From an optimization exercise on the open Yosys and OpenROAD flow, aimed at small area, a short achievable clock period and few clock cycles per item; shortcuts taken in it are not production practice.
RTL that was checked went through simulation tests only; none was proved equivalent to the original.

P:
// spi_i2c_ctrl
module spi_i2c_ctrl #(
    parameter [23:0] CORE_CLOCK_HZ = 24'd16000000    
) (
    input             clk,
    input             rst,
    input             cmd_valid,
    input      [31:0] cmd,
    output            cmd_ready,
    output reg        rsp_valid,
    output      [7:0] result_code,
    output reg  [7:0] result_value,
    output     [15:0] ci,
    output            faulted,
    output      [1:0] fault_cause,
    output     [31:0] fault_cmd,
    output            wait_spi,
    output            wait_twi,
    output            wait_settle,
    output reg        cs_drive,
    output reg        cs_level,
    output            evt_pindir,
    output reg  [7:0] spcr,
    output      [7:0] spsr,
    output reg  [7:0] spdr_tx,
    output reg  [7:0] spdr_rx,
    output      [7:0] twcr,
    output      [7:0] twsr,
    output reg  [7:0] twbr,
    output      [7:0] twar,
    output reg  [7:0] twdr,
    output reg        spi_pending,
    output      [1:0] twi_pending,
    input             spi_step,
    input       [7:0] spi_step_byte,
    input             twi_step,
    input       [4:0] twi_step_status,
    input       [7:0] twi_step_byte,
    input             twi_settle,
    input       [4:0] twi_settle_status
);
Size: ~990 cells after synthesis, roughly 160 flip-flops, about 210 I/O pins.
==> flow/config.mk <==
export PLATFORM = sky130hd
export DESIGN_NAME = spi_i2c_ctrl
export DESIGN_NICKNAME = spi_i2c_ctrl
export VERILOG_FILES = /design/flow/design.v
export SDC_FILE = /design/flow/constraint.sdc
export NUM_CORES = 4
export LEC_CHECK = 0
export CAP_MARGIN = 20
export CORE_MARGIN = 2
export CORE_UTILIZATION = 40
export CTS_BUF_LIST = sky130_fd_sc_hd__clkbuf_8
export SETUP_SLACK_MARGIN = 4.2
export SLEW_MARGIN = 20
==> flow/constraint.sdc <==
create_clock -name core_clock -period 8.0 [get_ports {clk}]
set_input_delay 1.6000 -clock core_clock [delete_from_list [all_inputs] [get_ports {clk}]]
set_output_delay 1.6000 -clock core_clock [all_outputs]
set_load 0.01 [all_outputs]
standard.sh (not shown) runs the stock make flow with config.mk's settings and CLKGATE_MAP_FILE= SYNTH_SCRIPT=/design/flow/synth_recipe.tcl, a recipe that flattens the netlist after the stock synthesis.
==> flow/flow/run.sh <==
#!/bin/bash
set -euo pipefail
export BUFFER_PORTS_ARGS="-buffer_cell sky130_fd_sc_hd__buf_1"
bash standard.sh > standard.log 2>&1
The final layout from P, which completed every stage, passed the timing, DRC and antenna checks at the end of the flow.
Here is what was changed in the inputs of Q compared with P.
--- a/flow/design.v
+++ b/flow/design.v
@@ -13,17 +13,17 @@
     output            faulted,
     output      [1:0] fault_cause,
     output     [31:0] fault_cmd,
     output            wait_spi,
     output            wait_twi,
     output            wait_settle,
     output reg        cs_drive,
     output reg        cs_level,
-    output            evt_pindir,
+    output reg        evt_pindir,
     output reg  [7:0] spcr,
     output      [7:0] spsr,
     output reg  [7:0] spdr_tx,
     output reg  [7:0] spdr_rx,
     output      [7:0] twcr,
     output      [7:0] twsr,
     output reg  [7:0] twbr,
     output      [7:0] twar,
@@ -99,17 +99,16 @@
     assign wait_spi    = w_spi;
     assign wait_twi    = w_twi;
     assign wait_settle = w_set;
     assign result_code = {5'b00000, rcode};
     assign spsr        = {spif, wcol, 5'b00000, spi2x};
     assign twcr        = {twint, twea, twsta, twsto, twwc, twen, 1'b0, 1'b0};
     assign twi_pending = w_twi ? ((cmd_r[2:0] == 3'd2) ? TP_START : TP_BYTE) : TP_NONE;
     wire   twsta       = (bus == BUS_START);
-    assign evt_pindir  = rsp_valid & (cmd_r[7:0] == OP_SPI_CONFIGURE) & cmd_r[24] & (rcode == E_OK);
     assign twsr        = {tws, 3'b000};         
     assign twar        = {twar_r, 1'b0};
     wire [7:0]  op   = cmd[7:0];
     wire [7:0]  fa   = cmd[15:8];
     wire [7:0]  fb   = cmd[23:16];
     wire [23:0] hz   = cmd[31:8];
     reg  [23:0] op_mask;
     reg         op_known;
@@ -334,16 +333,17 @@
             fcause       <= 2'd0;
             bus          <= BUS_IDLE;
             rsp_valid    <= 1'b0;
             rcode        <= 3'd0;
             result_value <= 8'd0;
             ci_r         <= 16'd0;
             cs_drive     <= 1'b0;
             cs_level     <= 1'b0;
+            evt_pindir   <= 1'b0;
             spcr         <= 8'h00;
             spif         <= 1'b0;
             wcol         <= 1'b0;
             spi2x        <= 1'b0;
             spdr_tx      <= 8'h00;
             spdr_rx      <= 8'h00;
             spi_pending  <= 1'b0;
             twint        <= 1'b0;
@@ -360,16 +360,17 @@
             w_spi <= go_spi;
             w_twi <= go_twi;
             w_set <= go_set;
             div   <= go_div;
             if (f_ill) fcause[0] <= 1'b1;
             if (f_seq) fcause[1] <= 1'b1;
             rsp_valid  <= fin;
             ci_r       <= ci;
+            evt_pindir <= wr_cfg & cmd[24];
             if (fin) begin
                 rcode        <= fin_code;
                 result_value <= fin_val;
             end
             if (spi_step) begin
                 spdr_rx     <= spi_step_byte;
                 spif        <= 1'b1;
                 spi_pending <= 1'b0;
[summary]
Going from P to Q, fmax grew slightly. There was hardly any difference in via count between Q and P. Compared to P, Q shows a wider setup margin. Per the comparison of Q with P, sequential share of layout area saw an increase; global-route wire length before repair saw a decrease.
Testbench counts of Q, summed over its fixed seeds: cycles 8,192, commands 3,200.
Function not checked in P: the RTL went through the layout flow alone.

[port drivers added, routing unchanged]
The flow's constraints put no driver on any port. The routed layouts listed below were extracted and timed again, unchanged, in two steps. Step 1 assumes that a clkbuf_16 drives the clock port and a buf_2 every other input. Step 2 moves the port delays by t, midway between the first and last clock arrival at a register: inputs arrive t later, outputs are due t later. That takes back most of the time a late clock gives input paths. Slacks: ideal ports / drivers / drivers and shift; pairs: ideal ports / drivers.
run | t (ns) | setup WS [ns] | hold WS [ns] | clock arrival spread, ns | worst data-port slew with drivers (ns)
P | 0.510 | 4.206 / 4.217 / 3.708 | 0.464 / 0.464 / 0.464 | 0.017 / 0.017 | 0.06
Q | 0.510 | 4.266 / 4.286 / 3.777 | 0.438 / 0.438 / 0.438 | 0.013 / 0.013 | 0.05
After both steps setup and hold are still met in every run listed. The setup slack of P, which loses most, moves by +0.011 ns with the drivers and by -0.498 ns with both steps.
